Source: an optimization exercise on an open RTL-to-GDS flow (aim: small area). Production flows keep margins and buffers that such runs may drop.
Function was checked by simulation only, so behaviour that the tests miss may differ from the original.
Power and IR drop assume default switching activity.

==> design/flow/design.v <==
module via_block (
    input  wire        clk,
    input  wire        rst,
    input  wire        cmd_valid,
    output wire        cmd_ready,
    input  wire [2:0]  cmd_op,       
    input  wire        cmd_unit,     
    input  wire        cmd_debug,    
    input  wire [3:0]  cmd_reg,
    input  wire [31:0] cmd_data,     
    input  wire        i2c_sda_in,   
    input  wire        ser_atn,
    input  wire        ser_clk,
    input  wire        ser_data,
    input  wire [3:0]  joy_data,     
    output reg         rsp_valid,
    output reg  [7:0]  rsp_rdata,
    output reg         rsp_i2c_step,
    output wire        irq1,
    output wire        irq2,
    output wire        pb7_1,
    output wire        pb7_2,
    output reg         i2c_sda_out,
    output reg         i2c_scl_out,
    output reg         joy_latch,
    output reg         joy_clk
);
    reg  [4:0] ph;
    reg        clr;           
    reg        run;
    reg  [5:0] pc;            
    wire       u    = cmd_unit;
    wire [3:0] r    = cmd_reg;
    wire [4:0] rel  = {ph[4] ^ u, ph[3:0]};
    wire       lo   = ~rel[4];
    wire       rend = &rel;
    wire op_rd = ~cmd_op[2] & ~cmd_op[1] & ~cmd_op[0];
    wire op_wr = ~cmd_op[1] & cmd_op[0];
    wire op_st = cmd_op[1] & ~cmd_op[0];
    wire op_pu = cmd_op[1] & cmd_op[0];
    wire op_rs = cmd_op[2];
    wire st      = run & op_st;
    wire p_cap   = st & (pc == 6'd25);
    wire p_arith = st & (pc[5:3] == 3'b011) & pc[1];
    wire p_t2y   = st & (pc == 6'd28);
    wire p_t2fin = st & (pc == 6'd29);
    wire p_t1fin = st & (pc == 6'd0);
    wire p_div   = st & pc[5];
    wire p_fin   = p_t2y | p_t2fin | p_t1fin;
    wire p_pulse = run & op_pu;
    wire p_wr    = run & op_wr;
    wire p_rs    = run & op_rs;
    wire p_rd    = run & op_rd;
    wire a_hi    = pc[0];       
    wire a_t1    = pc[2];       
    wire first   = (pc[4:0] == 5'd0);
    wire hw = r[0] | (r[3] & r[2] & r[1]);
    wire rd_done = p_rd & pc[0] & (rel == {1'b0, hw, 3'b111});
    wire nr_done = run & ~op_rd & rend & (pc == {5'd0, op_pu});
    assign cmd_ready = rd_done | nr_done;
    wire accept = cmd_valid & cmd_ready;
    reg [31:0] rA, rB, rC, rD, rT1, rT1L, rT2, rT2L, rPL, rPH;
    wire oA = rA[0], oB = rB[0], oC = rC[0], oD = rD[0];
    wire oT1 = rT1[0], oT1L = rT1L[0], oT2 = rT2[0], oT2L = rT2L[0];
    wire oPL = rPL[0], oPH = rPH[0];
    reg  iA, iB, iC, iD, iT1, iT1L, iT2, iT2L, iPL, iPH;
    reg [1:0] ifr6, ifr5, ier6, ier5, pb7r, t1neg, t2neg;
    wire [1:0] irq = (ifr6 & ier6) | (ifr5 & ier5);
    assign irq1  = irq[0];
    assign irq2  = irq[1];
    assign pb7_1 = pb7r[0];
    assign pb7_2 = pb7r[1];
    reg c1, c2, dly, b, fb, x16, und, acrbit;
    wire kbit = cmd_data[{a_hi, rel[3:0]}];
    wire vbit = cmd_data[rel[2:0]];
    wire inc_t  = p_pulse ? (a_hi ? oPH : oPL)
                : a_hi ? (a_t1 ? t1neg[u] : t2neg[u])
                       : (a_t1 ? oT1 : oT2);
    wire inc_ci = (rel == 5'd0 && !a_hi) ? 1'b1 : c1;
    wire inc_s  = inc_t ^ inc_ci;
    wire inc_co = inc_t & inc_ci;
    wire sub_e  = (~a_t1 & acrbit) ? (a_hi ? oPH : oPL) : kbit;
    wire sub_ci = (rel == 5'd0 && !a_hi) ? 1'b0 : c2;
    wire sub_d  = sub_e ^ ~inc_s ^ sub_ci;
    wire sub_co = (sub_e & ~inc_s) | (sub_e & sub_ci) | (~inc_s & sub_ci);
    wire tl     = lo & oT1L;
    wire p_ci   = (rel == 5'd1) | (c1 & (rel != 5'd0));
    wire p_bit  = tl ^ p_ci;
    wire p_co   = tl & p_ci;
    wire sg     = ~first & fb;
    wire dv_a   = (rel == 5'd0) ? b : (~first & dly);
    wire dv_b   = sg ? p_bit : ~p_bit;
    wire dv_ci  = (rel == 5'd0) ? ~sg : c2;
    wire dv_s   = dv_a ^ dv_b ^ dv_ci;
    wire dv_co  = (dv_a & dv_b) | (dv_a & dv_ci) | (dv_b & dv_ci);
    wire f_src_t2 = p_t2fin & und;
    wire f_src_t1 = p_t1fin & und;
    wire f_inv    = ~f_src_t2;
    wire f_src    = f_src_t2 ? oT2 : f_src_t1 ? oT1 : oPL;
    wire f_a      = lo ? (f_src ^ f_inv) : (f_inv & ~x16);
    wire f_x      = p_t2y   ? oPH
                  : p_t2fin ? (~und | fb)
                  : ((und & ~fb) ? tl : 1'b1);
    wire f_cin    = p_t1fin & und & ~fb;
    wire f_ci     = (rel == 5'd0) ? f_cin : c2;
    wire f_s      = f_a ^ f_x ^ f_ci;
    wire f_co     = (f_a & f_x) | (f_a & f_ci) | (f_x & f_ci);
    wire wm    = p_wr & lo & (rel[3] == hw);
    wire w_A   = wm & ((r[3:1] == 3'd0) | (r == 4'd15));
    wire w_B   = wm & (r[3:1] == 3'd1);
    wire w_T1L = wm & (r[3:2] == 2'd1);
    wire w_T2L = wm & (r[3:1] == 3'd4);
    wire w_C   = wm & (r[3:1] == 3'd5);
    wire w_D   = wm & (r == 4'd12);
    wire w_ier = wm & (r == 4'd14) & (rel[2:0] < 3'd5);
    wire ld_T1 = p_wr & lo & (r == 4'd5);
    wire ld_T2 = p_wr & lo & (r == 4'd9);
    wire push  = p_wr & ~u & ((r[3:2] == 2'd0) | (r == 4'd15)) & (rel[4:2] == 3'b010);
    wire ora_n  = ((r == 4'd1) | (r == 4'd15)) ? vbit : oA;
    wire ddra_n = (r == 4'd3) ? vbit : oB;
    always @(*) begin
        iA = oA; iB = oB; iC = oC; iD = oD;
        iT1 = oT1; iT1L = oT1L; iT2 = oT2; iT2L = oT2L; iPL = oPL; iPH = oPH;
        if (w_A)   iA   = vbit;
        if (w_B)   iB   = vbit;
        if (w_T1L) iT1L = vbit;
        if (w_T2L) iT2L = vbit;
        if (w_C)   iC   = vbit;
        if (w_D)   iD   = vbit;
        if (w_ier) iD   = cmd_data[7] ? (oD | vbit) : (oD & ~vbit);
        if (ld_T1) begin
            iT1 = rel[3] ? vbit : oT1L;
            if (rel == 5'd14) iD = 1'b1;
        end
        if (ld_T2) begin
            iT2 = rel[3] ? vbit : oT2L;
            if (rel == 5'd13) iD = 1'b1;
        end
        if (p_pulse & lo) begin
            if (a_hi) iPH = inc_s; else iPL = inc_s;
        end
        if (p_arith & lo) begin
            if (a_hi) iPH = sub_d; else iPL = sub_d;
        end
        if (p_div & lo) iT1 = dv_s;
        if ((p_t2y | p_t2fin) & lo) iT2 = f_s;
        if (p_t2fin & (rel == 5'd13)) iD = oD & ~und;
        if (p_t1fin & lo) begin
            iT1 = f_s;
            iPL = 1'b0;
            iPH = 1'b0;
            if (rel == 5'd14) iD = oD & ~(und & ~oC);
        end
        if (p_rs) begin
            iA = 1'b0; iB = 1'b0; iD = 1'b0; iPL = 1'b0; iPH = 1'b0;
            if (rel[3]) iC = 1'b0;
        end
        if (clr) begin
            iA = 1'b0; iB = 1'b0; iC = 1'b0; iD = 1'b0;
            iT1 = 1'b0; iT1L = 1'b0; iT2 = 1'b0; iT2L = 1'b0; iPL = 1'b0; iPH = 1'b0;
        end
    end
    always @(posedge clk) begin
        rA   <= {iA,   rA[31:1]};
        rB   <= {iB,   rB[31:1]};
        rC   <= {iC,   rC[31:1]};
        rD   <= {iD,   rD[31:1]};
        rT1  <= {iT1,  rT1[31:1]};
        rT1L <= {iT1L, rT1L[31:1]};
        rT2  <= {iT2,  rT2[31:1]};
        rT2L <= {iT2L, rT2L[31:1]};
        rPL  <= {iPL,  rPL[31:1]};
        rPH  <= {iPH,  rPH[31:1]};
    end
    wire [4:0] bm = 5'd30 - pc[4:0];      
    always @(posedge clk) begin
        dly <= rel[4] ? x16 : oT1;
        if (lo && rel[3:0] == bm[3:0])
            b <= bm[4] ? iPH : iPL;
        if (lo | (p_div & (rel == 5'd16))) begin
            c1 <= p_div ? p_co : inc_co;
            c2 <= p_div ? dv_co : p_fin ? f_co : sub_co;
        end
        if (p_arith & a_hi & (rel == 5'd0))  x16 <= sub_d;
        if (p_div & (rel == 5'd16))          x16 <= dv_s;
        if (p_arith & a_hi & (rel == 5'd15)) und <= sub_co;
        if (p_t2y & (rel == 5'd15))          fb  <= f_co;
        if (p_div & (rel == 5'd17))          fb  <= dv_s;
        if ((p_cap & (rel == 5'd13)) | (p_rd & ~pc[0] & (rel == 5'd9)))
            acrbit <= oC;
    end
    wire [2:0] jb = rel[2:0];
    reg  pa_ext, pb_ext, sb;
    always @(*) begin
        case (jb)
            3'd0: pa_ext = i2c_sda_in;
            3'd1: pa_ext = i2c_scl_out;
            3'd4: pa_ext = joy_data[0];
            3'd5: pa_ext = joy_data[1];
            3'd6: pa_ext = joy_data[2];
            3'd7: pa_ext = joy_data[3];
            default: pa_ext = 1'b0;
        endcase
        case (jb)
            3'd5: pb_ext = ser_atn;
            3'd6: pb_ext = ser_clk;
            3'd7: pb_ext = ser_data;
            default: pb_ext = 1'b0;
        endcase
        case (r[3:1])
            3'd0: sb = oA;
            3'd1: sb = oB;
            3'd2: sb = oT1;
            3'd3: sb = oT1L;
            3'd4: sb = oT2;
            3'd5: sb = oC;
            3'd6: sb = r[0] ? ((jb == 3'd5) & ifr5[u] | (jb == 3'd6) & ifr6[u] | (jb == 3'd7) & irq[u])
                            : oD;
            default: sb = r[0] ? oA
                            : (jb == 3'd5) ? ier5[u] : (jb == 3'd6) ? ier6[u] : (jb == 3'd7) | oD;
        endcase
        if (!u && r == 4'd0)
            sb = ~acrbit & ((oA & oB) | (pb_ext & ~oB));
        if (!u && (r == 4'd1 || r == 4'd15))
            sb = (oA & oB) | (pa_ext & ~oB);
    end
    always @(posedge clk)
        rsp_rdata <= {sb, rsp_rdata[7:1]};
    wire acc_wr = accept & op_wr;
    wire acc_rd = accept & op_rd & ~cmd_debug;
    wire acc_rs = accept & op_rs;
    wire t2_und = p_t2fin & (rel == 5'd13) & und & oD;
    wire t1_und = p_t1fin & (rel == 5'd14) & und & oD;
    integer n;
    always @(posedge clk) begin
        ph  <= rst ? 5'd0 : ph + 5'd1;
        clr <= rst | (clr & ~&ph);
        if (rst) begin
            run <= 1'b0;
        end else if (!run) begin
            if (cmd_valid & ~clr & rend) begin
                run <= 1'b1;
                pc  <= op_st ? 6'd25 : 6'd0;
            end
        end else if (cmd_ready) begin
            run <= 1'b0;
        end else if (rend) begin
            pc <= (p_arith & (pc[4:0] == 5'd31) & ~und) ? 6'd0 : pc + 6'd1;
        end
        rsp_valid    <= ~rst & accept;
        rsp_i2c_step <= accept & ~u & ((r == 4'd1) | (r == 4'd15)) &
                        ((op_rd & ~cmd_debug) | op_wr);
        for (n = 0; n < 2; n = n + 1) begin
            if (rst) begin
                ifr6[n] <= 1'b0; ifr5[n] <= 1'b0; ier6[n] <= 1'b0; ier5[n] <= 1'b0;
                pb7r[n] <= 1'b0; t1neg[n] <= 1'b0; t2neg[n] <= 1'b0;
            end else if (acc_rs) begin
                ifr6[n] <= 1'b0; ifr5[n] <= 1'b0; ier6[n] <= 1'b0; ier5[n] <= 1'b0;
                pb7r[n] <= 1'b0;
            end else if (u == n) begin
                if (t2_und) ifr5[n] <= 1'b1;
                if (t1_und) begin
                    ifr6[n] <= 1'b1;
                    pb7r[n] <= oC ? (pb7r[n] ^ fb) : ~pb7r[n];
                end
                if (p_t2fin & (rel == 5'd16)) t2neg[n] <= f_s;
                if (p_t1fin & (rel == 5'd16)) t1neg[n] <= f_s;
                if (acc_rd & (r == 4'd4)) ifr6[n] <= 1'b0;
                if (acc_rd & (r == 4'd8)) ifr5[n] <= 1'b0;
                if (acc_wr) begin
                    case (r)
                        4'd5: begin ifr6[n] <= 1'b0; pb7r[n] <= 1'b0; t1neg[n] <= 1'b0; end
                        4'd7: ifr6[n] <= 1'b0;
                        4'd9: begin ifr5[n] <= 1'b0; t2neg[n] <= 1'b0; end
                        4'd13: begin
                            if (cmd_data[6]) ifr6[n] <= 1'b0;
                            if (cmd_data[5]) ifr5[n] <= 1'b0;
                        end
                        4'd14: begin
                            if (cmd_data[6]) ier6[n] <= cmd_data[7];
                            if (cmd_data[5]) ier5[n] <= cmd_data[7];
                        end
                        default: ;
                    endcase
                end
            end
        end
        if (rst) begin
            i2c_sda_out <= 1'b1;
            i2c_scl_out <= 1'b1;
            joy_latch   <= 1'b0;
            joy_clk     <= 1'b0;
        end else begin
            if (push & (rel[1:0] == 2'd0)) i2c_sda_out <= ~ddra_n | ora_n;
            if (push & (rel[1:0] == 2'd1)) i2c_scl_out <= ~ddra_n | ora_n;
            if (push & (rel[1:0] == 2'd2)) joy_latch   <= ora_n;
            if (push & (rel[1:0] == 2'd3)) joy_clk     <= ora_n;
            if (acc_wr & ~u & (r == 4'd12) & (cmd_data[7:6] == 2'b11))
                i2c_scl_out <= cmd_data[5];
        end
    end
endmodule
==> design/flow/run.sh <==
#!/bin/bash
# synth_recipe.tcl (not shown) runs the flow's synth.tcl, then flattens the netlist and writes it again
# the make line also repeats each setting of config.mk as NAME=value (left out here)
make -C /OpenROAD-flow-scripts/flow DESIGN_CONFIG=/design/flow/config.mk WORK_HOME=/design/flow/orfs CLKGATE_MAP_FILE= SYNTH_SCRIPT=/design/flow/synth_recipe.tcl finish
==> design/flow/config.mk <==
export PLATFORM = sky130hd
export DESIGN_NAME = via_block
export DESIGN_NICKNAME = via_block
export VERILOG_FILES = /design/flow/design.v
export SDC_FILE = /design/flow/constraint.sdc
export NUM_CORES = 4
export LEC_CHECK = 0
export CAP_MARGIN = 20
export CORE_MARGIN = 2
export CORE_UTILIZATION = 40
export PLACE_DENSITY = 0.6
export SLEW_MARGIN = 20
==> design/flow/constraint.sdc <==
create_clock -name core_clock -period 10.0 [get_ports {clk}]
set_input_delay 2.0000 -clock core_clock [delete_from_list [all_inputs] [get_ports {clk}]]
set_output_delay 2.0000 -clock core_clock [all_outputs]
set_load 0.01 [all_outputs]
==> results of run 1 <==
## worst min-delay path by stage
stage / to / depth (start not counted) / slack (ns) / startpoint
6_report: rT1[10] / 0 / 0.31 / rT1[11]
5_1_grt: rPH[17] / 0 / 0.33 / rPH[18]
4_1_cts: rT1[10] / 0 / 0.31 / rT1[11]
3_5_place_dp: rD[10] / 0 / 0.31 / rD[11]
3_3_place_gp: rA[21] / 0 / 0.31 / rA[22]
2_1_floorplan: rA[0] / 0 / 0.31 / rA[1]
## metal layers
metal / vias up / wire [um] / GRT usage (%) / share of wire [%]
met5: - / 0 / 0 / 0
met4: 0 / 417 / 5.33 / 2.2
met1: 2883 / 9310 / 20.1 / 48
met2: 155 / 8340 / 21.3 / 43
li1: 2967 / - / - / -
met3: 39 / 1210 / 3.75 / 6.3
## stage by stage
stage	total power, uW	worst slack [ns]	hold slack [ns]	util, %
2_1_floorplan	1580	4.86	0.310	-
3_3_place_gp	1620	3.04	0.311	44.1
3_5_place_dp	1620	2.97	0.312	44.1
4_1_cts	2880	2.99	0.310	48.4
5_1_grt	2950	2.76	0.326	48.4
6_report	2840	2.95	0.313	48.4
## final cells by class
type / instances / share of cell area [%]
clock inverter: 15 / 1.30
timing repair buffer: 74 / 5.84
tap: 335 / 3.35
multi-input combinational: 382 / 21.3
clock buffer: 45 / 7.54
sequential: 369 / 60.1
inverter: 20 / 0.600
## worst reg2reg max path: cells and delay by family, from the launching register on
family | cells | cell delay, ns
AO/OA/AOI/OAI | 3 | 0.35
adder cells (fa/ha/maj) | 2 | 0.89
buffers and inverters | 1 | 0.23
flip-flops | 1 | 0.67
multiplexers | 1 | 0.18
AND/OR/NAND/NOR | 6 | 1.74
## flip-flops by register name, indices dropped and copies added, names as in the netlist, 5 cells and up
register   cells
pc             6
rA            32
rPL           32
rC            32
rT2           32
rB            32
rT1           32
ph             5
rT1L          32
rPH           32
rT2L          32
rsp_rdata      8
rD            32
## cell families (layout without fill, tap and decap cells)
family                   Yosys count  count (layout)
AO/OA/AOI/OAI                    115             115
XOR/XNOR                          13              13
adder cells (fa/ha/maj)           15              15
buffers and inverters             60             154
flip-flops                       369             369
multiplexers                      36              36
AND/OR/NAND/NOR                  203             203
## power by group through the flow
stage | clock network, uW | registers (uW) | logic [uW]
after floorplan | 0 | 1520 | 61.1
after global placement | 0 | 1520 | 102
after detailed placement | 0 | 1520 | 102
after CTS | 1290 | 1490 | 102
after global routing | 1350 | 1490 | 112
final | 1250 | 1490 | 103
## synthesized netlist by cell type, types with 6 or more instances
master	instances
sky130_fd_sc_hd__a21oi_1	28
sky130_fd_sc_hd__a22o_1	6
sky130_fd_sc_hd__a31oi_1	8
sky130_fd_sc_hd__and3_1	7
sky130_fd_sc_hd__clkbuf_1	28
sky130_fd_sc_hd__dfxtp_1	356
sky130_fd_sc_hd__edfxtp_1	13
sky130_fd_sc_hd__ha_1	12
sky130_fd_sc_hd__inv_1	20
sky130_fd_sc_hd__mux2_2	10
sky130_fd_sc_hd__mux2i_1	16
sky130_fd_sc_hd__mux4_2	10
sky130_fd_sc_hd__nand2_1	39
sky130_fd_sc_hd__nand3_1	26
sky130_fd_sc_hd__nand4_1	10
sky130_fd_sc_hd__nor2_1	36
sky130_fd_sc_hd__nor2b_1	12
sky130_fd_sc_hd__nor3_1	25
sky130_fd_sc_hd__nor3b_1	6
sky130_fd_sc_hd__nor4_1	7
sky130_fd_sc_hd__o21ai_0	20
sky130_fd_sc_hd__o22ai_1	8
sky130_fd_sc_hd__or3_1	8
sky130_fd_sc_hd__xnor2_1	8
==> flow_results.xml, run 1 <==
<?xml version="1.0" encoding="UTF-8"?>
<metrics>
  <group name="cells_and_area">
    <metric name="area_growth_syn_to_layout" unit="%">19.7</metric>
    <metric name="seqCellArea" unit="um^2">7520</metric>
    <metric name="layout_common_cells" unit="">sky130_fd_sc_hd__dfxtp_1 (356), sky130_fd_sc_hd__clkdlybuf4s50_1 (70), sky130_fd_sc_hd__nand2_1 (39)</metric>
    <metric name="multiInputGateArea" unit="um^2">2660</metric>
    <metric name="diodes" unit="">0</metric>
    <metric name="fillCellCount" unit="">2351</metric>
    <metric name="post-route-cell-area" unit="um^2">12500</metric>
    <metric name="final_cells" unit="">1240</metric>
    <metric name="finalNetCount" unit="">948</metric>
    <metric name="drive_above_1_share" unit="%">10.2</metric>
    <metric name="final_common_cell" unit="">sky130_fd_sc_hd__dfxtp_1</metric>
  </group>
  <group name="synth">
    <metric name="yosysUniqueCellTypes" unit="">68</metric>
    <metric name="fraction_of_registers_with_async_set_or_reset_after_synthesis" unit="%">0</metric>
    <metric name="synth_mux_area_share" unit="%">4.76</metric>
    <metric name="yosys.area_share.adder" unit="%">2.01</metric>
    <metric name="count_of_flip_flops_with_a_built_in_enable_after_synthesis" unit="">13</metric>
    <metric name="synth_compound_area_share" unit="%">7.38</metric>
    <metric name="yosys.area_share.xor_xnor" unit="%">1.09</metric>
    <metric name="yosys_register_bits" unit="">369</metric>
    <metric name="synth_top_family_by_area" unit="">simple AND/OR/NAND/NOR gates</metric>
    <metric name="simple_gate_share_of_the_synthesized_area" unit="%">10.2</metric>
    <metric name="synthesis.nets" unit="">878</metric>
    <metric name="ys_seq_area_share" unit="%">71.9</metric>
    <metric name="yosys.area.top_type" unit="">sky130_fd_sc_hd__dfxtp_1</metric>
    <metric name="mean_area_per_synthesized_cell" unit="um^2">12.9</metric>
    <metric name="post-synth-top-area-fraction" unit="%">68.2</metric>
    <metric name="ys_warn_count" unit="">1</metric>
    <metric name="syn_inst" unit="">811</metric>
    <metric name="netlist_area" unit="um^2">10500</metric>
    <metric name="dominantRegCellSynth" unit="">sky130_fd_sc_hd__dfxtp_1</metric>
    <metric name="leading_post_synthesis_cells_by_cell_area" unit="">sky130_fd_sc_hd__dfxtp_1 (68%), sky130_fd_sc_hd__edfxtp_1 (3.7%), sky130_fd_sc_hd__mux4_2 (2.2%)</metric>
  </group>
  <group name="worst_setup_path">
    <metric name="reg2reg_slack" unit="ns">5.81</metric>
    <metric name="worstPathBufferInverterCount" unit="">3</metric>
    <metric name="crit_path_max_fanout" unit="">22</metric>
    <metric name="cp-start-kind" unit="">primary input</metric>
    <metric name="worstPathCellList" unit="">clkdlybuf4s50_1, xor2_1, o211ai_1, o32ai_1, buf_4, clkdlybuf4s50_1</metric>
    <metric name="criticalPathCategory" unit="">in2out</metric>
    <metric name="slowest_delay" unit="ns">0.99</metric>
    <metric name="rr_endpoint" unit="">t2neg[1]</metric>
    <metric name="slowest_cp_cell" unit="">sky130_fd_sc_hd__xor2_1</metric>
    <metric name="critical_path.startpoint" unit="">cmd_unit</metric>
    <metric name="worst_ep_required_time" unit="ns">8.00</metric>
    <metric name="worstRegToRegCells" unit="">13</metric>
    <metric name="stages_on_worst_setup_path" unit="">6</metric>
    <metric name="crit_path_end" unit="">cmd_ready</metric>
    <metric name="largest_delay_share_family_worst_path" unit="">buffers and inverters</metric>
    <metric name="r2r_start" unit="">pc[0]</metric>
    <metric name="critPathCaptureType" unit="">output port</metric>
    <metric name="cp_data_arrival_time" unit="ns">5.05</metric>
    <metric name="crit_path_frequent_cell" unit="">sky130_fd_sc_hd__clkdlybuf4s50_1</metric>
  </group>
  <group name="timing">
    <metric name="worstMarginPinSlew" unit="ns">0.936</metric>
    <metric name="clock_period_minus_worst_slack" unit="ns">7.05</metric>
    <metric name="drv_slew" unit="">0</metric>
    <metric name="report.final.setup_viol" unit="">0</metric>
    <metric name="skew_final" unit="ns">0.0305</metric>
    <metric name="grt_setup_unrepaired" unit="">no</metric>
    <metric name="finalCritPeriodShare" unit="%">70.5</metric>
    <metric name="max_freq" unit="GHz">0.142</metric>
    <metric name="hold_viol" unit="">0</metric>
    <metric name="slew_headroom" unit="%">37.4</metric>
    <metric name="fin_tns_setup" unit="ns">0</metric>
  </group>
  <group name="floorplanning">
    <metric name="design.die.area" unit="um^2">27400</metric>
    <metric name="core-area" unit="um^2">25800</metric>
    <metric name="die_w" unit="um">166</metric>
    <metric name="core.rowCount" unit="">59</metric>
    <metric name="initial_core_util" unit="%">40.5</metric>
    <metric name="die_height" unit="um">166</metric>
    <metric name="design.portCount" unit="">71</metric>
  </group>
  <group name="placed_design">
    <metric name="detail_placement_hpwl" unit="um">12800</metric>
    <metric name="placed_cell_area" unit="um^2">11400</metric>
    <metric name="place_inst" unit="">1180</metric>
    <metric name="place.gp.congestion" unit="">0.890</metric>
    <metric name="io_buffers" unit="">70</metric>
  </group>
  <group name="clocking">
    <metric name="cts_buffers" unit="">34</metric>
    <metric name="clk_transition_reported_paths" unit="ns">0.06</metric>
    <metric name="cts_tree" unit="">built</metric>
    <metric name="clk-insertion-delay-late" unit="ns">0.52</metric>
    <metric name="post_cts.repair.setup_buffers" unit="">0</metric>
    <metric name="ctsHtreeMaxLevel" unit="">2</metric>
    <metric name="clock_tree.root_cell" unit="">sky130_fd_sc_hd__clkbuf_16</metric>
    <metric name="number_of_clock_sinks_seen_by_cts" unit="">369</metric>
    <metric name="cts_resizes" unit="">0</metric>
    <metric name="max-clock-path-buffers" unit="">3</metric>
    <metric name="hold_buffers" unit="">0</metric>
  </group>
  <group name="route">
    <metric name="detailedRoute.firstIterationViolations" unit="">417</metric>
    <metric name="antenna_left" unit="">0</metric>
    <metric name="drtPass1Iterations" unit="">5</metric>
    <metric name="vias_per_cell" unit="">4.87</metric>
    <metric name="via_count" unit="">6044</metric>
    <metric name="total_wire_length" unit="um">19300</metric>
    <metric name="drc_errors" unit="">0</metric>
    <metric name="routed_wire_length_per_instance" unit="um">15.5</metric>
  </group>
  <group name="global_route">
    <metric name="grt_usage" unit="%">14.3</metric>
    <metric name="first_pass_grt_wire_length" unit="um">32000</metric>
    <metric name="grt_max_degree" unit="">25</metric>
    <metric name="antenna_found_initial" unit="">0</metric>
    <metric name="first_global_vias" unit="">5951</metric>
    <metric name="grt_overflow" unit="">0</metric>
  </group>
  <group name="power">
    <metric name="comb_power_share" unit="%">3.6</metric>
    <metric name="power.density" unit="nW/um^2">227</metric>
    <metric name="leakage" unit="uW">0.00476</metric>
    <metric name="worst_ir_drop_vdd" unit="mV">0.171</metric>
    <metric name="power.internal" unit="uW">2260</metric>
    <metric name="net-switching-power" unit="uW">581</metric>
    <metric name="switching_part_of_the_total_power" unit="%">20.4</metric>
    <metric name="clock_power_share" unit="%">44.0</metric>
    <metric name="sequentialPowerShare" unit="%">52.4</metric>
  </group>
  <group name="flow_run">
    <metric name="maximum_capacitance_violations" unit="">0</metric>
  </group>
  <group name="worst_hold_path">
    <metric name="class_of_the_tightest_hold_or_removal_check" unit="">reg2reg</metric>
  </group>
  <group name="status">
    <metric name="status" unit="">complete, no violations</metric>
  </group>
</metrics>
==> run 2: changes to the inputs <==
--- a/design/flow/config.mk
+++ b/design/flow/config.mk
@@ -9,4 +9,5 @@
 export CORE_MARGIN = 2
 export CORE_UTILIZATION = 40
+export CTS_BUF_LIST = sky130_fd_sc_hd__clkbuf_2
 export PLACE_DENSITY = 0.6
 export SLEW_MARGIN = 20
==> flow_results.xml, run 2 <==
<?xml version="1.0" encoding="UTF-8"?>
<metrics>
  <group name="global_route">
    <metric name="grt_max_degree" unit="">25</metric>
    <metric name="grt_usage" unit="%">14.7</metric>
    <metric name="grt_overflow" unit="">0</metric>
    <metric name="first_pass_grt_wire_length" unit="um">32800</metric>
    <metric name="antenna_found_initial" unit="">1</metric>
    <metric name="first_global_vias" unit="">6385</metric>
  </group>
  <group name="worst_hold_path">
    <metric name="worst_hold_depth" unit="">0</metric>
    <metric name="hold_end" unit="">rPL[23]</metric>
    <metric name="class_of_the_tightest_hold_or_removal_check" unit="">reg2reg</metric>
    <metric name="hold_path_startpoint" unit="">rPL[24]</metric>
  </group>
  <group name="clocking">
    <metric name="max-clock-path-buffers" unit="">3</metric>
    <metric name="clock_tree.root_cell" unit="">sky130_fd_sc_hd__clkbuf_2</metric>
    <metric name="ctsHtreeMaxLevel" unit="">3</metric>
    <metric name="hold_buffers" unit="">0</metric>
    <metric name="clk_transition_reported_paths" unit="ns">0.11</metric>
    <metric name="number_of_clock_sinks_seen_by_cts" unit="">369</metric>
    <metric name="post_cts.repair.setup_buffers" unit="">0</metric>
    <metric name="cts_resizes" unit="">0</metric>
    <metric name="cts_tree" unit="">built</metric>
    <metric name="clk-insertion-delay-late" unit="ns">0.87</metric>
    <metric name="cts_buffers" unit="">82</metric>
  </group>
  <group name="synth">
    <metric name="leading_post_synthesis_cells_by_cell_area" unit="">sky130_fd_sc_hd__dfxtp_1 (68%), sky130_fd_sc_hd__edfxtp_1 (3.7%), sky130_fd_sc_hd__mux4_2 (2.2%)</metric>
    <metric name="count_of_flip_flops_with_a_built_in_enable_after_synthesis" unit="">13</metric>
    <metric name="netlist_area" unit="um^2">10500</metric>
    <metric name="post-synth-top-area-fraction" unit="%">68.2</metric>
    <metric name="yosysUniqueCellTypes" unit="">68</metric>
    <metric name="synthMostInstantiatedCell" unit="">sky130_fd_sc_hd__dfxtp_1</metric>
    <metric name="fraction_of_registers_with_async_set_or_reset_after_synthesis" unit="%">0</metric>
    <metric name="syn_inst" unit="">811</metric>
    <metric name="ys_seq_area_share" unit="%">71.9</metric>
    <metric name="ys_warn_count" unit="">1</metric>
    <metric name="post_synth_most_frequent_cells" unit="">sky130_fd_sc_hd__dfxtp_1 (356), sky130_fd_sc_hd__nand2_1 (39), sky130_fd_sc_hd__nor2_1 (36)</metric>
    <metric name="mean_area_per_synthesized_cell" unit="um^2">12.9</metric>
    <metric name="yosys.area.top_type" unit="">sky130_fd_sc_hd__dfxtp_1</metric>
    <metric name="synthesis.nets" unit="">878</metric>
    <metric name="dominantRegCellSynth" unit="">sky130_fd_sc_hd__dfxtp_1</metric>
    <metric name="yosys_register_bits" unit="">369</metric>
  </group>
  <group name="worst_setup_path">
    <metric name="worstRegToRegCells" unit="">13</metric>
    <metric name="cp-start-kind" unit="">primary input</metric>
    <metric name="worst_ep_required_time" unit="ns">8.00</metric>
    <metric name="reg2reg_slack" unit="ns">5.89</metric>
    <metric name="cp_data_arrival_time" unit="ns">5.07</metric>
    <metric name="crit_path_max_fanout" unit="">22</metric>
    <metric name="r2r_start" unit="">pc[0]</metric>
    <metric name="critPathCaptureType" unit="">output port</metric>
    <metric name="criticalPathCategory" unit="">in2out</metric>
    <metric name="critical_path.startpoint" unit="">cmd_unit</metric>
    <metric name="rr_endpoint" unit="">t2neg[1]</metric>
  </group>
  <group name="route">
    <metric name="vias_per_cell" unit="">4.80</metric>
    <metric name="via_count" unit="">6346</metric>
    <metric name="drtPass1Iterations" unit="">4</metric>
    <metric name="detailedRoute.firstIterationViolations" unit="">302</metric>
    <metric name="routed_wire_length_per_instance" unit="um">14.9</metric>
    <metric name="antenna_left" unit="">0</metric>
    <metric name="drc_errors" unit="">0</metric>
    <metric name="total_wire_length" unit="um">19700</metric>
  </group>
  <group name="timing">
    <metric name="drv_slew" unit="">0</metric>
    <metric name="report.final.setup_viol" unit="">0</metric>
    <metric name="fin_worst_hold_slack" unit="ns">0.218</metric>
    <metric name="grt_setup_unrepaired" unit="">no</metric>
    <metric name="fin_tns_setup" unit="ns">0</metric>
    <metric name="finalCritPeriodShare" unit="%">70.7</metric>
    <metric name="max_freq" unit="GHz">0.142</metric>
    <metric name="worstMarginPinSlew" unit="ns">0.966</metric>
    <metric name="clock_period_minus_worst_slack" unit="ns">7.07</metric>
    <metric name="timing.final.ws_setup" unit="ns">2.93</metric>
    <metric name="hold_viol" unit="">0</metric>
    <metric name="skew_final" unit="ns">0.118</metric>
    <metric name="slew_headroom" unit="%">35.4</metric>
  </group>
  <group name="placed_design">
    <metric name="pre_cts_slack" unit="ns">2.97</metric>
    <metric name="placed_cell_area" unit="um^2">11400</metric>
    <metric name="place_inst" unit="">1180</metric>
    <metric name="io_buffers" unit="">70</metric>
    <metric name="place.gp.congestion" unit="">0.890</metric>
    <metric name="detail_placement_hpwl" unit="um">12800</metric>
  </group>
  <group name="cells_and_area">
    <metric name="post-route-cell-area" unit="um^2">12100</metric>
    <metric name="drive_above_1_share" unit="%">17.1</metric>
    <metric name="layout_common_cells" unit="">sky130_fd_sc_hd__dfxtp_1 (356), sky130_fd_sc_hd__clkbuf_2 (119), sky130_fd_sc_hd__clkdlybuf4s50_1 (70)</metric>
    <metric name="final_cells" unit="">1322</metric>
    <metric name="final_common_cell" unit="">sky130_fd_sc_hd__dfxtp_1</metric>
    <metric name="fillCellCount" unit="">2452</metric>
    <metric name="area_growth_syn_to_layout" unit="%">16.2</metric>
    <metric name="finalNetCount" unit="">996</metric>
  </group>
  <group name="floorplanning">
    <metric name="die_w" unit="um">166</metric>
    <metric name="core-area" unit="um^2">25800</metric>
    <metric name="die_height" unit="um">166</metric>
    <metric name="design.portCount" unit="">71</metric>
    <metric name="design.die.area" unit="um^2">27400</metric>
    <metric name="initial_core_util" unit="%">40.5</metric>
    <metric name="core.rowCount" unit="">59</metric>
  </group>
  <group name="power">
    <metric name="power.density" unit="nW/um^2">204</metric>
    <metric name="worst_ir_drop_vdd" unit="mV">0.112</metric>
    <metric name="leakage" unit="uW">0.00478</metric>
  </group>
  <group name="flow_run">
    <metric name="maximum_capacitance_violations" unit="">0</metric>
  </group>
  <group name="status">
    <metric name="status" unit="">complete, no violations</metric>
  </group>
</metrics>
## run 2: final cells by class
cell class	count	area (um^2)	area share, %
clock inverters	22	144	1.18
diodes	1	2.50	0.0206
clock buffers	119	596	4.90
inverters	20	75.1	0.618
flip-flops and latches	369	7520	61.9
well taps	335	419	3.45
repair buffers	74	731	6.02
multi-input cells	382	2660	21.9
## run 2: cells by family (layout without fill, tap and decap cells)
family | after synthesis | count (layout) | share of synthesized area (%)
AO/OA/AOI/OAI | 115 | 115 | 7.38
XOR/XNOR | 13 | 13 | 1.09
adder cells (fa/ha/maj) | 15 | 15 | 2.01
buffers and inverters | 60 | 235 | 2.63
flip-flops | 369 | 369 | 71.9
multiplexers | 36 | 36 | 4.76
other | 0 | 1 | 0
AND/OR/NAND/NOR | 203 | 203 | 10.2
## run 2: worst max path at each step
| stage | end | cells after the start |
|---|---|---|
| after floorplan | cmd_ready | 5 |
| after global placement | cmd_ready | 6 |
| after detailed placement | cmd_ready | 6 |
| after CTS | cmd_ready | 6 |
| after global routing | cmd_ready | 6 |
| final | cmd_ready | 6 |
## run 2: metrics by stage
stage	total power [uW]	utilization [%]
6_report	2470	47.0
5_1_grt	2610	47.0
4_1_cts	2520	47.0
3_5_place_dp	1620	44.1
3_3_place_gp	1620	44.1
2_1_floorplan	1580	-
## run 2: worst max-delay path: stages
cell and delay, ns:
sky130_fd_sc_hd__clkdlybuf4s50_1 0.88, sky130_fd_sc_hd__xor2_1 1.01, sky130_fd_sc_hd__o211ai_1 0.19, sky130_fd_sc_hd__o32ai_1 0.16, sky130_fd_sc_hd__buf_4 0.25, sky130_fd_sc_hd__clkdlybuf4s50_1 0.56
## run 2: power breakdown
part	switching [uW]	internal [uW]	leakage, uW	total, uW
Combinational	50.8	52.0	0.00123	103
Sequential	6.24	1480	0.00299	1490
Clock	531	350	0.000557	881
Total	588	1880	0.00478	2470
## run 2: layer usage
metal / track usage [%] / part of all wire, %
met3: 4.44 / 6.1
met2: 21.8 / 44
met5: 0 / 0
met1: 19.6 / 48
met4: 7.26 / 2.5
==> run 3: changes to the inputs <==
--- a/design/flow/config.mk
+++ b/design/flow/config.mk
@@ -9,5 +9,5 @@
 export CORE_MARGIN = 2
 export CORE_UTILIZATION = 40
-export CTS_BUF_LIST = sky130_fd_sc_hd__clkbuf_2
+export CTS_BUF_LIST = sky130_fd_sc_hd__clkbuf_4
 export PLACE_DENSITY = 0.6
 export SLEW_MARGIN = 20
==> flow_results.xml, run 3 <==
<?xml version="1.0" encoding="UTF-8"?>
<metrics>
  <group name="status">
    <metric name="status" unit="">complete, no violations</metric>
  </group>
  <group name="synth">
    <metric name="syn_inst" unit="">811</metric>
    <metric name="synth_mux_area_share" unit="%">4.76</metric>
    <metric name="yosys_register_bits" unit="">369</metric>
    <metric name="yosysUniqueCellTypes" unit="">68</metric>
    <metric name="fraction_of_registers_with_async_set_or_reset_after_synthesis" unit="%">0</metric>
    <metric name="post-synth-top-area-fraction" unit="%">68.2</metric>
    <metric name="ys_warn_count" unit="">1</metric>
    <metric name="post_synth_most_frequent_cells" unit="">sky130_fd_sc_hd__dfxtp_1 (356), sky130_fd_sc_hd__nand2_1 (39), sky130_fd_sc_hd__nor2_1 (36)</metric>
    <metric name="synth_compound_area_share" unit="%">7.38</metric>
    <metric name="simple_gate_share_of_the_synthesized_area" unit="%">10.2</metric>
    <metric name="synth_top_family_by_area" unit="">simple AND/OR/NAND/NOR gates</metric>
    <metric name="count_of_flip_flops_with_a_built_in_enable_after_synthesis" unit="">13</metric>
    <metric name="leading_post_synthesis_cells_by_cell_area" unit="">sky130_fd_sc_hd__dfxtp_1 (68%), sky130_fd_sc_hd__edfxtp_1 (3.7%), sky130_fd_sc_hd__mux4_2 (2.2%)</metric>
    <metric name="mean_area_per_synthesized_cell" unit="um^2">12.9</metric>
    <metric name="yosys.area_share.adder" unit="%">2.01</metric>
    <metric name="yosys.area_share.xor_xnor" unit="%">1.09</metric>
    <metric name="yosys.area.top_type" unit="">sky130_fd_sc_hd__dfxtp_1</metric>
    <metric name="synthesis.nets" unit="">878</metric>
    <metric name="dominantRegCellSynth" unit="">sky130_fd_sc_hd__dfxtp_1</metric>
    <metric name="netlist_area" unit="um^2">10500</metric>
    <metric name="ys_seq_area_share" unit="%">71.9</metric>
    <metric name="synthMostInstantiatedCell" unit="">sky130_fd_sc_hd__dfxtp_1</metric>
  </group>
  <group name="power">
    <metric name="leakage" unit="uW">0.00488</metric>
    <metric name="worst_ir_drop_vdd" unit="mV">0.117</metric>
    <metric name="power.density" unit="nW/um^2">221</metric>
  </group>
  <group name="timing">
    <metric name="fin_tns_setup" unit="ns">0</metric>
    <metric name="slew_headroom" unit="%">33.7</metric>
    <metric name="clock_period_minus_worst_slack" unit="ns">7.07</metric>
    <metric name="worstMarginPinSlew" unit="ns">0.991</metric>
    <metric name="timing.final.ws_setup" unit="ns">2.93</metric>
    <metric name="hold_viol" unit="">0</metric>
    <metric name="drv_slew" unit="">0</metric>
    <metric name="grt_setup_unrepaired" unit="">no</metric>
    <metric name="report.final.setup_viol" unit="">0</metric>
    <metric name="max_freq" unit="GHz">0.142</metric>
    <metric name="skew_final" unit="ns">0.0714</metric>
    <metric name="finalCritPeriodShare" unit="%">70.7</metric>
  </group>
  <group name="floorplanning">
    <metric name="core.rowCount" unit="">59</metric>
    <metric name="core-area" unit="um^2">25800</metric>
    <metric name="initial_core_util" unit="%">40.5</metric>
    <metric name="design.portCount" unit="">71</metric>
    <metric name="die_height" unit="um">166</metric>
    <metric name="design.die.area" unit="um^2">27400</metric>
    <metric name="die_w" unit="um">166</metric>
  </group>
  <group name="route">
    <metric name="antenna_left" unit="">0</metric>
    <metric name="routed_wire_length_per_instance" unit="um">14.9</metric>
    <metric name="total_wire_length" unit="um">19800</metric>
    <metric name="drtPass1Iterations" unit="">5</metric>
    <metric name="drc_errors" unit="">0</metric>
    <metric name="vias_per_cell" unit="">4.81</metric>
    <metric name="via_count" unit="">6403</metric>
    <metric name="detailedRoute.firstIterationViolations" unit="">315</metric>
  </group>
  <group name="global_route">
    <metric name="first_global_vias" unit="">6430</metric>
    <metric name="antenna_found_initial" unit="">1</metric>
    <metric name="grt_max_degree" unit="">25</metric>
    <metric name="first_pass_grt_wire_length" unit="um">33100</metric>
    <metric name="grt_usage" unit="%">14.8</metric>
    <metric name="grt_overflow" unit="">0</metric>
  </group>
  <group name="clocking">
    <metric name="clk_transition_reported_paths" unit="ns">0.07</metric>
    <metric name="cts_tree" unit="">built</metric>
    <metric name="cts_buffers" unit="">83</metric>
    <metric name="max-clock-path-buffers" unit="">3</metric>
    <metric name="clock_tree.root_cell" unit="">sky130_fd_sc_hd__clkbuf_4</metric>
    <metric name="ctsHtreeMaxLevel" unit="">3</metric>
    <metric name="hold_buffers" unit="">0</metric>
    <metric name="post_cts.repair.setup_buffers" unit="">0</metric>
    <metric name="cts_resizes" unit="">0</metric>
    <metric name="clk-insertion-delay-late" unit="ns">0.72</metric>
    <metric name="number_of_clock_sinks_seen_by_cts" unit="">369</metric>
  </group>
  <group name="worst_hold_path">
    <metric name="class_of_the_tightest_hold_or_removal_check" unit="">reg2reg</metric>
    <metric name="hold_path_startpoint" unit="">rPL[22]</metric>
  </group>
  <group name="placed_design">
    <metric name="place_inst" unit="">1180</metric>
    <metric name="place.gp.congestion" unit="">0.890</metric>
    <metric name="io_buffers" unit="">70</metric>
    <metric name="pre_cts_slack" unit="ns">2.97</metric>
    <metric name="detail_placement_hpwl" unit="um">12800</metric>
  </group>
  <group name="worst_setup_path">
    <metric name="critPathCaptureType" unit="">output port</metric>
    <metric name="criticalPathCategory" unit="">in2out</metric>
    <metric name="critical_path.startpoint" unit="">cmd_unit</metric>
    <metric name="worst_ep_required_time" unit="ns">8.00</metric>
    <metric name="crit_path_max_fanout" unit="">22</metric>
    <metric name="cp-start-kind" unit="">primary input</metric>
    <metric name="cp_data_arrival_time" unit="ns">5.07</metric>
    <metric name="r2r_start" unit="">pc[0]</metric>
  </group>
  <group name="flow_run">
    <metric name="maximum_capacitance_violations" unit="">0</metric>
  </group>
  <group name="cells_and_area">
    <metric name="finalNetCount" unit="">997</metric>
    <metric name="final_common_cell" unit="">sky130_fd_sc_hd__dfxtp_1</metric>
    <metric name="area_growth_syn_to_layout" unit="%">19.8</metric>
    <metric name="layout_common_cells" unit="">sky130_fd_sc_hd__dfxtp_1 (356), sky130_fd_sc_hd__clkbuf_4 (127), sky130_fd_sc_hd__clkdlybuf4s50_1 (70)</metric>
    <metric name="final_cells" unit="">1330</metric>
    <metric name="drive_above_1_share" unit="%">17.8</metric>
  </group>
</metrics>
==> run 3: path summary, 6_finish.rpt <==
kind          endpoint  depth (start not counted)  slack, ns
max          cmd_ready                          6       2.93
min            rPL[21]                          0       0.27
max reg2reg   t2neg[1]                         13       5.81
min reg2reg    rPL[21]                          0       0.27
==> run 3: cell type report <==
type                            count  area (um^2)
Tap cell                          335          419
Timing Repair Buffer               74          731
Sequential cell                   369         7520
Multi-Input combinational cell    382         2660
Antenna cell                        1         2.50
Clock buffer                      127          953
Fill cell                        2414        13300
Inverter                           20         75.1
Clock inverter                     22          160
==> run 3: metrics by stage <==
step	utilization (%)	hold WS, ns	area, um^2	power [uW]
2_1_floorplan	-	0.310	10500	1580
3_3_place_gp	44.1	0.311	11400	1620
3_5_place_dp	44.1	0.312	11400	1620
4_1_cts	48.5	0.270	12500	2820
5_1_grt	48.5	0.282	12500	2900
6_report	48.5	0.273	12500	2760
==> run 3: logic make-up after synthesis <==
logic type | after synthesis
buffers and inverters | 60
multiplexers | 36
AND/OR/NAND/NOR | 203
adder cells (fa/ha/maj) | 15
flip-flops | 369
XOR/XNOR | 13
AO/OA/AOI/OAI | 115
==> run 3: worst max-delay path, cell delays in order <==
cell                              delay [ns]
sky130_fd_sc_hd__clkdlybuf4s50_1        0.87
sky130_fd_sc_hd__xor2_1                 1.02
sky130_fd_sc_hd__o211ai_1               0.18
sky130_fd_sc_hd__o32ai_1                0.17
sky130_fd_sc_hd__buf_4                  0.25
sky130_fd_sc_hd__clkdlybuf4s50_1        0.56
==> run 3: per-layer routing <==
metal	routed length, um	part of all wire (%)	vias up	track usage, %
met5	0	0	-	0
met4	420	2.1	0	6.92
met3	1210	6.1	34	4.99
met2	8690	44	183	21.8
met1	9500	48	3061	19.8
li1	-	-	3125	-
==> run 3: power breakdown <==
part	switching [uW]	internal, uW
sequential	6.20	1480
combinational	51.4	52.1
clock	537	636
total	594	2170
==> run 4: changes to the inputs <==
--- a/design/flow/design.v
+++ b/design/flow/design.v
@@ -72,6 +72,6 @@
     assign pb7_2 = pb7r[1];
     reg c1, c2, dly, b, fb, x16, und, acrbit;
-    wire kbit = cmd_data[{a_hi, rel[3:0]}];
-    wire vbit = cmd_data[rel[2:0]];
+    wire kbit = cmd_data[{a_hi, rel[3] & ~op_wr, rel[2:0]}];
+    wire vbit = kbit;
     wire inc_t  = p_pulse ? (a_hi ? oPH : oPL)
                 : a_hi ? (a_t1 ? t1neg[u] : t2neg[u])
--- a/design/flow/config.mk
+++ b/design/flow/config.mk
@@ -9,5 +9,7 @@
 export CORE_MARGIN = 2
 export CORE_UTILIZATION = 40
-export CTS_BUF_LIST = sky130_fd_sc_hd__clkbuf_4
+export CTS_BUF_LIST = sky130_fd_sc_hd__clkbuf_8
+export CTS_CLUSTER_DIAMETER = 50
+export CTS_CLUSTER_SIZE = 20
 export PLACE_DENSITY = 0.6
 export SLEW_MARGIN = 20
==> flow_results.xml, run 4 <==
<?xml version="1.0" encoding="UTF-8"?>
<metrics>
  <group name="power">
    <metric name="leakage" unit="uW">0.00456</metric>
    <metric name="worst_ir_drop_vdd" unit="mV">0.117</metric>
    <metric name="switching_part_of_the_total_power" unit="%">23.2</metric>
    <metric name="sequentialPowerShare" unit="%">62.4</metric>
    <metric name="clock_power_share" unit="%">33.1</metric>
    <metric name="power.density" unit="nW/um^2">197</metric>
    <metric name="comb_power_share" unit="%">4.6</metric>
    <metric name="net-switching-power" unit="uW">552</metric>
    <metric name="power.internal" unit="uW">1830</metric>
  </group>
  <group name="worst_hold_path">
    <metric name="worst_hold_depth" unit="">0</metric>
    <metric name="class_of_the_tightest_hold_or_removal_check" unit="">reg2reg</metric>
  </group>
  <group name="route">
    <metric name="via_count" unit="">6119</metric>
    <metric name="routed_wire_length_per_instance" unit="um">15.7</metric>
    <metric name="antenna_left" unit="">0</metric>
    <metric name="wl_met3" unit="um">1120</metric>
    <metric name="drc_errors" unit="">0</metric>
    <metric name="detailedRoute.firstIterationViolations" unit="">407</metric>
    <metric name="vias_per_cell" unit="">4.90</metric>
    <metric name="drtPass1Iterations" unit="">5</metric>
    <metric name="met2_wirelength" unit="um">8400</metric>
    <metric name="top_layer" unit="">met4</metric>
    <metric name="detail_route.wirelength.met1" unit="um">9590</metric>
    <metric name="total_wire_length" unit="um">19600</metric>
  </group>
  <group name="synth">
    <metric name="count_of_flip_flops_with_a_built_in_enable_after_synthesis" unit="">13</metric>
    <metric name="fraction_of_registers_with_async_set_or_reset_after_synthesis" unit="%">0</metric>
    <metric name="mean_area_per_synthesized_cell" unit="um^2">12.7</metric>
    <metric name="yosys_register_bits" unit="">369</metric>
    <metric name="synthMostInstantiatedCell" unit="">sky130_fd_sc_hd__dfxtp_1</metric>
    <metric name="post-synth-top-area-fraction" unit="%">67.8</metric>
    <metric name="ys_seq_area_share" unit="%">71.6</metric>
    <metric name="leading_post_synthesis_cells_by_cell_area" unit="">sky130_fd_sc_hd__dfxtp_1 (68%), sky130_fd_sc_hd__edfxtp_1 (3.7%), sky130_fd_sc_hd__mux2i_1 (2.4%)</metric>
    <metric name="post_synth_most_frequent_cells" unit="">sky130_fd_sc_hd__dfxtp_1 (356), sky130_fd_sc_hd__nor2_1 (44), sky130_fd_sc_hd__nand2_1 (40)</metric>
    <metric name="netlist_area" unit="um^2">10500</metric>
    <metric name="synthesis.nets" unit="">892</metric>
    <metric name="dominantRegCellSynth" unit="">sky130_fd_sc_hd__dfxtp_1</metric>
    <metric name="syn_inst" unit="">825</metric>
    <metric name="yosys.area.top_type" unit="">sky130_fd_sc_hd__dfxtp_1</metric>
    <metric name="ys_warn_count" unit="">1</metric>
    <metric name="yosysUniqueCellTypes" unit="">76</metric>
  </group>
  <group name="timing">
    <metric name="max_freq" unit="GHz">0.154</metric>
    <metric name="slew_headroom" unit="%">48.5</metric>
    <metric name="hold_viol" unit="">0</metric>
    <metric name="grt_setup_unrepaired" unit="">no</metric>
    <metric name="skew_final" unit="ns">0.0272</metric>
    <metric name="drv_slew" unit="">0</metric>
    <metric name="report.final.setup_viol" unit="">0</metric>
    <metric name="worstMarginPinSlew" unit="ns">0.771</metric>
    <metric name="finalCritPeriodShare" unit="%">64.9</metric>
    <metric name="clock_period_minus_worst_slack" unit="ns">6.49</metric>
    <metric name="fin_tns_setup" unit="ns">0</metric>
  </group>
  <group name="global_route">
    <metric name="grt_overflow" unit="">0</metric>
    <metric name="first_pass_grt_wire_length" unit="um">31500</metric>
    <metric name="grt_usage" unit="%">14.0</metric>
    <metric name="antenna_found_initial" unit="">0</metric>
    <metric name="grt_max_degree" unit="">25</metric>
    <metric name="first_global_vias" unit="">5906</metric>
  </group>
  <group name="worst_setup_path">
    <metric name="worstPathBufferInverterCount" unit="">3</metric>
    <metric name="stages_on_worst_setup_path" unit="">6</metric>
    <metric name="largest_delay_share_family_worst_path" unit="">buffers and inverters</metric>
    <metric name="slowest_delay" unit="ns">0.60</metric>
    <metric name="worstRegToRegCells" unit="">14</metric>
    <metric name="crit_path_frequent_cell" unit="">sky130_fd_sc_hd__clkdlybuf4s50_1</metric>
    <metric name="slowest_cp_cell" unit="">sky130_fd_sc_hd__clkdlybuf4s50_1</metric>
    <metric name="critPathCaptureType" unit="">output port</metric>
    <metric name="criticalPathCategory" unit="">in2out</metric>
    <metric name="crit_path_max_fanout" unit="">24</metric>
    <metric name="cp-start-kind" unit="">primary input</metric>
    <metric name="worst_ep_required_time" unit="ns">8.00</metric>
    <metric name="worstPathCellList" unit="">clkdlybuf4s50_1, buf_4, xor2_2, nand4_1, o22ai_2, clkdlybuf4s50_1</metric>
    <metric name="cp_data_arrival_time" unit="ns">4.49</metric>
  </group>
  <group name="clocking">
    <metric name="clock_tree.root_cell" unit="">sky130_fd_sc_hd__clkbuf_8</metric>
    <metric name="cts_tree" unit="">built</metric>
    <metric name="max-clock-path-buffers" unit="">3</metric>
    <metric name="cts_resizes" unit="">0</metric>
    <metric name="cts_buffers" unit="">28</metric>
    <metric name="clk_transition_reported_paths" unit="ns">0.11</metric>
    <metric name="hold_buffers" unit="">0</metric>
    <metric name="clk-insertion-delay-late" unit="ns">0.58</metric>
    <metric name="post_cts.repair.setup_buffers" unit="">0</metric>
    <metric name="number_of_clock_sinks_seen_by_cts" unit="">369</metric>
    <metric name="ctsHtreeMaxLevel" unit="">1</metric>
  </group>
  <group name="cells_and_area">
    <metric name="area_growth_syn_to_layout" unit="%">14.9</metric>
    <metric name="final_common_cell" unit="">sky130_fd_sc_hd__dfxtp_1</metric>
    <metric name="finalNetCount" unit="">966</metric>
    <metric name="final_cells" unit="">1248</metric>
    <metric name="fillCellCount" unit="">2370</metric>
    <metric name="drive_above_1_share" unit="%">8.32</metric>
    <metric name="diodes" unit="">0</metric>
    <metric name="layout_common_cells" unit="">sky130_fd_sc_hd__dfxtp_1 (356), sky130_fd_sc_hd__clkdlybuf4s50_1 (70), sky130_fd_sc_hd__nor2_1 (44)</metric>
  </group>
  <group name="placed_design">
    <metric name="place.gp.congestion" unit="">0.835</metric>
    <metric name="io_buffers" unit="">70</metric>
    <metric name="place_inst" unit="">1204</metric>
    <metric name="detail_placement_hpwl" unit="um">13200</metric>
  </group>
  <group name="flow_run">
    <metric name="maximum_capacitance_violations" unit="">0</metric>
  </group>
  <group name="floorplanning">
    <metric name="die_w" unit="um">166</metric>
    <metric name="design.die.area" unit="um^2">27600</metric>
    <metric name="die_height" unit="um">166</metric>
    <metric name="core-area" unit="um^2">25900</metric>
    <metric name="initial_core_util" unit="%">40.5</metric>
    <metric name="design.portCount" unit="">71</metric>
    <metric name="core.rowCount" unit="">59</metric>
  </group>
  <group name="status">
    <metric name="status" unit="">complete, no violations</metric>
  </group>
</metrics>
## run 4: logic make-up after synthesis
kind of cell / Yosys count / synth area share (%)
compound gates: 132 / 8.77
xor+xnor: 13 / 1.41
fa+ha+maj: 15 / 2.00
buf+inv: 48 / 2.16
flops: 369 / 71.6
mux: 35 / 3.67
simple gates: 213 / 10.4
## run 4: per-stage QoR
stage / power, uW / instance area, um^2 / hold WS (ns) / worst slack (ns) / utilization [%]
floorplan: 1580 / 10500 / 0.310 / 5.14 / -
global route: 2480 / 12100 / 0.324 / 3.40 / 46.6
detailed placement: 1630 / 11500 / 0.312 / 3.56 / 44.4
CTS: 2410 / 12100 / 0.326 / 3.54 / 46.6
finish: 2380 / 12100 / 0.317 / 3.51 / 46.6
global placement: 1630 / 11500 / 0.311 / 3.57 / 44.4
## run 4: layer usage
metal | GRT usage, % | vias up
met4 | 4.69 | 0
met3 | 3.03 | 41
met5 | 0 | -
met1 | 20.2 | 2902
met2 | 21.1 | 175
li1 | - | 3001
## run 4: layout make-up
cell class | count | area [um^2] | area share [%]
Multi-Input combinational cell | 408 | 2760 | 22.9
Clock buffer | 29 | 399 | 3.31
Clock inverter | 15 | 166 | 1.38
Sequential cell | 369 | 7520 | 62.3
Timing Repair Buffer | 76 | 746 | 6.18
Inverter | 16 | 60.1 | 0.498
Tap cell | 335 | 419 | 3.47
## run 4: power groups by stage
| stage | combinational (uW) | sequential, uW | clock (uW) |
|---|---|---|---|
| finish | 109 | 1480 | 787 |
| CTS | 108 | 1490 | 819 |
| global placement | 107 | 1520 | 0 |
| detailed placement | 108 | 1520 | 0 |
| floorplan | 62.1 | 1520 | 0 |
| global route | 117 | 1490 | 873 |
## run 4: final timing paths
| path | slack, ns | end | startpoint |
|---|---|---|---|
| max | 3.51 | cmd_ready | cmd_unit |
| max reg2reg | 6.08 | t2neg[0] | pc[0] |
| min reg2reg | 0.32 | rT2[3] | rT2[4] |
| min | 0.32 | rT2[3] | rT2[4] |
==> run 5: changes to the inputs <==
--- a/design/flow/config.mk
+++ b/design/flow/config.mk
@@ -8,8 +8,8 @@
 export CAP_MARGIN = 20
 export CORE_MARGIN = 2
-export CORE_UTILIZATION = 40
+export CORE_UTILIZATION = 65
 export CTS_BUF_LIST = sky130_fd_sc_hd__clkbuf_8
 export CTS_CLUSTER_DIAMETER = 50
 export CTS_CLUSTER_SIZE = 20
-export PLACE_DENSITY = 0.6
+export PLACE_DENSITY = 0.8
 export SLEW_MARGIN = 20
==> flow_results.xml, run 5 <==
<?xml version="1.0" encoding="UTF-8"?>
<metrics>
  <group name="route">
    <metric name="vias_per_cell" unit="">5.54</metric>
    <metric name="total_wire_length" unit="um">20400</metric>
    <metric name="detailedRoute.firstIterationViolations" unit="">472</metric>
    <metric name="via_count" unit="">6211</metric>
    <metric name="drc_errors" unit="">0</metric>
    <metric name="antenna_left" unit="">0</metric>
    <metric name="routed_wire_length_per_instance" unit="um">18.2</metric>
    <metric name="drtPass1Iterations" unit="">5</metric>
  </group>
  <group name="synth">
    <metric name="simple_gate_share_of_the_synthesized_area" unit="%">10.4</metric>
    <metric name="post-synth-top-area-fraction" unit="%">67.8</metric>
    <metric name="yosysUniqueCellTypes" unit="">76</metric>
    <metric name="post_synth_most_frequent_cells" unit="">sky130_fd_sc_hd__dfxtp_1 (356), sky130_fd_sc_hd__nor2_1 (44), sky130_fd_sc_hd__nand2_1 (40)</metric>
    <metric name="synthMostInstantiatedCell" unit="">sky130_fd_sc_hd__dfxtp_1</metric>
    <metric name="ys_warn_count" unit="">1</metric>
    <metric name="yosys.area.top_type" unit="">sky130_fd_sc_hd__dfxtp_1</metric>
    <metric name="synth_mux_area_share" unit="%">3.67</metric>
    <metric name="synthesis.nets" unit="">892</metric>
    <metric name="count_of_flip_flops_with_a_built_in_enable_after_synthesis" unit="">13</metric>
    <metric name="mean_area_per_synthesized_cell" unit="um^2">12.7</metric>
    <metric name="fraction_of_registers_with_async_set_or_reset_after_synthesis" unit="%">0</metric>
    <metric name="synth_top_family_by_area" unit="">simple AND/OR/NAND/NOR gates</metric>
    <metric name="synth_compound_area_share" unit="%">8.77</metric>
    <metric name="yosys_register_bits" unit="">369</metric>
    <metric name="leading_post_synthesis_cells_by_cell_area" unit="">sky130_fd_sc_hd__dfxtp_1 (68%), sky130_fd_sc_hd__edfxtp_1 (3.7%), sky130_fd_sc_hd__mux2i_1 (2.4%)</metric>
    <metric name="syn_inst" unit="">825</metric>
    <metric name="netlist_area" unit="um^2">10500</metric>
    <metric name="yosys.area_share.adder" unit="%">2.00</metric>
    <metric name="dominantRegCellSynth" unit="">sky130_fd_sc_hd__dfxtp_1</metric>
    <metric name="yosys.area_share.xor_xnor" unit="%">1.41</metric>
    <metric name="ys_seq_area_share" unit="%">71.6</metric>
  </group>
  <group name="global_route">
    <metric name="first_pass_grt_wire_length" unit="um">33400</metric>
    <metric name="antenna_found_initial" unit="">0</metric>
    <metric name="first_global_vias" unit="">6355</metric>
    <metric name="grt_overflow" unit="">0</metric>
    <metric name="grt_max_degree" unit="">25</metric>
    <metric name="grt_usage" unit="%">24.2</metric>
  </group>
  <group name="clocking">
    <metric name="hold_buffers" unit="">0</metric>
    <metric name="cts_resizes" unit="">0</metric>
    <metric name="clk-insertion-delay-late" unit="ns">0.58</metric>
    <metric name="cts_tree" unit="">built</metric>
    <metric name="ctsHtreeMaxLevel" unit="">1</metric>
    <metric name="number_of_clock_sinks_seen_by_cts" unit="">369</metric>
    <metric name="post_cts.repair.setup_buffers" unit="">0</metric>
    <metric name="clk_transition_reported_paths" unit="ns">0.11</metric>
    <metric name="cts_buffers" unit="">27</metric>
    <metric name="max-clock-path-buffers" unit="">3</metric>
    <metric name="clock_tree.root_cell" unit="">sky130_fd_sc_hd__clkbuf_8</metric>
  </group>
  <group name="timing">
    <metric name="clock_period_minus_worst_slack" unit="ns">6.50</metric>
    <metric name="worstMarginPinSlew" unit="ns">0.813</metric>
    <metric name="slew_headroom" unit="%">45.7</metric>
    <metric name="drv_slew" unit="">0</metric>
    <metric name="finalCritPeriodShare" unit="%">65.0</metric>
    <metric name="skew_final" unit="ns">0.0180</metric>
    <metric name="report.final.setup_viol" unit="">0</metric>
    <metric name="hold_viol" unit="">0</metric>
    <metric name="max_freq" unit="GHz">0.154</metric>
    <metric name="grt_setup_unrepaired" unit="">no</metric>
    <metric name="fin_worst_hold_slack" unit="ns">0.329</metric>
    <metric name="fin_tns_setup" unit="ns">0</metric>
  </group>
  <group name="cells_and_area">
    <metric name="post-route-util" unit="%">75.1</metric>
    <metric name="post-route-cell-area" unit="um^2">11900</metric>
    <metric name="area_growth_syn_to_layout" unit="%">13.2</metric>
    <metric name="final_cells" unit="">1122</metric>
    <metric name="finalNetCount" unit="">963</metric>
    <metric name="drive_above_1_share" unit="%">7.84</metric>
    <metric name="diodes" unit="">0</metric>
    <metric name="layout_common_cells" unit="">sky130_fd_sc_hd__dfxtp_1 (355), sky130_fd_sc_hd__clkdlybuf4s50_1 (70), sky130_fd_sc_hd__nor2_1 (44)</metric>
    <metric name="fillCellCount" unit="">962</metric>
    <metric name="final_common_cell" unit="">sky130_fd_sc_hd__dfxtp_1</metric>
  </group>
  <group name="floorplanning">
    <metric name="die_height" unit="um">131</metric>
    <metric name="core-area" unit="um^2">15800</metric>
    <metric name="initial_core_util" unit="%">66.4</metric>
    <metric name="die_w" unit="um">131</metric>
    <metric name="design.die.area" unit="um^2">17200</metric>
    <metric name="core.rowCount" unit="">46</metric>
    <metric name="design.portCount" unit="">71</metric>
  </group>
  <group name="power">
    <metric name="power.density" unit="nW/um^2">199</metric>
    <metric name="worst_ir_drop_vdd" unit="mV">0.184</metric>
    <metric name="leakage" unit="uW">0.00455</metric>
  </group>
  <group name="placed_design">
    <metric name="place_inst" unit="">1083</metric>
    <metric name="place.gp.congestion" unit="">0.939</metric>
    <metric name="io_buffers" unit="">70</metric>
    <metric name="placed_cell_area" unit="um^2">11300</metric>
    <metric name="detail_placement_hpwl" unit="um">14000</metric>
  </group>
  <group name="worst_hold_path">
    <metric name="class_of_the_tightest_hold_or_removal_check" unit="">reg2reg</metric>
  </group>
  <group name="worst_setup_path">
    <metric name="cp_data_arrival_time" unit="ns">4.50</metric>
    <metric name="critPathCaptureType" unit="">output port</metric>
    <metric name="crit_path_max_fanout" unit="">24</metric>
    <metric name="worst_ep_required_time" unit="ns">8.00</metric>
    <metric name="criticalPathCategory" unit="">in2out</metric>
    <metric name="cp-start-kind" unit="">primary input</metric>
  </group>
  <group name="flow_run">
    <metric name="maximum_capacitance_violations" unit="">0</metric>
  </group>
  <group name="status">
    <metric name="status" unit="">complete, no violations</metric>
  </group>
</metrics>
-- run 5: changes by cell type in the layout (fill, tap and decap cells not counted), sizes merged --
cell / previous run / this run
buf: 6 / 4
clkinv: 4 / 3
clkinvlp: 2 / 0
inv: 25 / 23
-- run 5: worst max-delay path: stages --
cell	delay [ns]
sky130_fd_sc_hd__clkdlybuf4s50_1	0.45
sky130_fd_sc_hd__buf_4	0.34
sky130_fd_sc_hd__xor2_2	0.51
sky130_fd_sc_hd__nand4_1	0.28
sky130_fd_sc_hd__o22ai_2	0.31
sky130_fd_sc_hd__clkdlybuf4s50_1	0.59
-- run 5: layout make-up --
cell class | count | area [um^2] | share of cell area (%)
clock buffer | 29 | 399 | 3.36
clock inverter | 10 | 141 | 1.19
inverter | 16 | 60.1 | 0.505
multi-input combinational | 408 | 2770 | 23.3
sequential | 369 | 7520 | 63.2
tap | 216 | 270 | 2.27
timing repair buffer | 74 | 731 | 6.15
-- run 5: path summary, 6_finish.rpt --
path	start	to	slack [ns]	cells past startpoint
worst max-delay path	cmd_unit	cmd_ready	3.50	6
worst min-delay path	rB[9]	rB[8]	0.33	0
worst max register to register	pc[0]	t2neg[1]	6.14	14
worst min register to register	rB[9]	rB[8]	0.33	0
-- run 5: logic make-up (layout without fill, tap and decap cells) --
logic type      Yosys count  after routing
compound gates          132            132
flops                   369            369
mux                      35             35
xor+xnor                 13             13
buf+inv                  48            129
simple gates            213            213
fa+ha+maj                15             15
-- run 5: where the power goes --
group,total (uW),internal [uW],switching (uW)
logic,106,48.9,57.1
clock network,774,295,479
registers,1490,1480,5.98
total,2370,1820,542
-- run 5: per-stage QoR --
stage | setup WS, ns | total power, uW
global placement | 3.59 | 1620
CTS | 3.56 | 2380
global route | 3.40 | 2440
detailed placement | 3.57 | 1630
floorplan | 5.14 | 1580
finish | 3.50 | 2370
-- run 5: metal layers --
layer / up-vias / wire (um) / GRT usage (%)
met5: - / 0 / 0
met4: 0 / 717 / 9.06
met3: 59 / 1230 / 3.47
met2: 261 / 9340 / 39.2
met1: 2892 / 9100 / 33.5
li1: 2999 / - / -

-- port drivers added, routing unchanged --
Ports are ideal in the flow. The routed layouts listed here were re-timed in OpenROAD.
Step 1 assumes that a clkbuf_16 drives the clock port and a buf_2 every other input.
Step 2 times the ports against the registers' clock, not the clock port: input delays grow and output delays shrink by t, the midpoint of the rising clock arrivals with the driver on.
a / b / c = no drivers / after step 1 / after step 2; a / b = the first two.
| run | t (ns) | slack for setup (ns) | worst setup path after step 2 | latest minus earliest clock arrival (ns) | worst register clock-pin slew, ns |
|---|---|---|---|---|---|
| run 1 | 0.553 | 2.946 / 2.914 / 2.914 | input to output | 0.033 / 0.033 | 0.07 / 0.07 |
| run 2 | 0.848 | 2.935 / 2.903 / 2.903 | input to output | 0.127 / 0.128 | 0.12 / 0.12 |
| run 3 | 0.719 | 2.934 / 2.902 / 2.902 | input to output | 0.076 / 0.075 | 0.08 / 0.08 |
| run 4 | 0.609 | 3.510 / 3.488 / 3.488 | input to output | 0.033 / 0.033 | 0.11 / 0.11 |
| run 5 | 0.609 | 3.501 / 3.479 / 3.479 | input to output | 0.019 / 0.019 | 0.11 / 0.11 |
After both steps setup and hold are still met in every run listed.
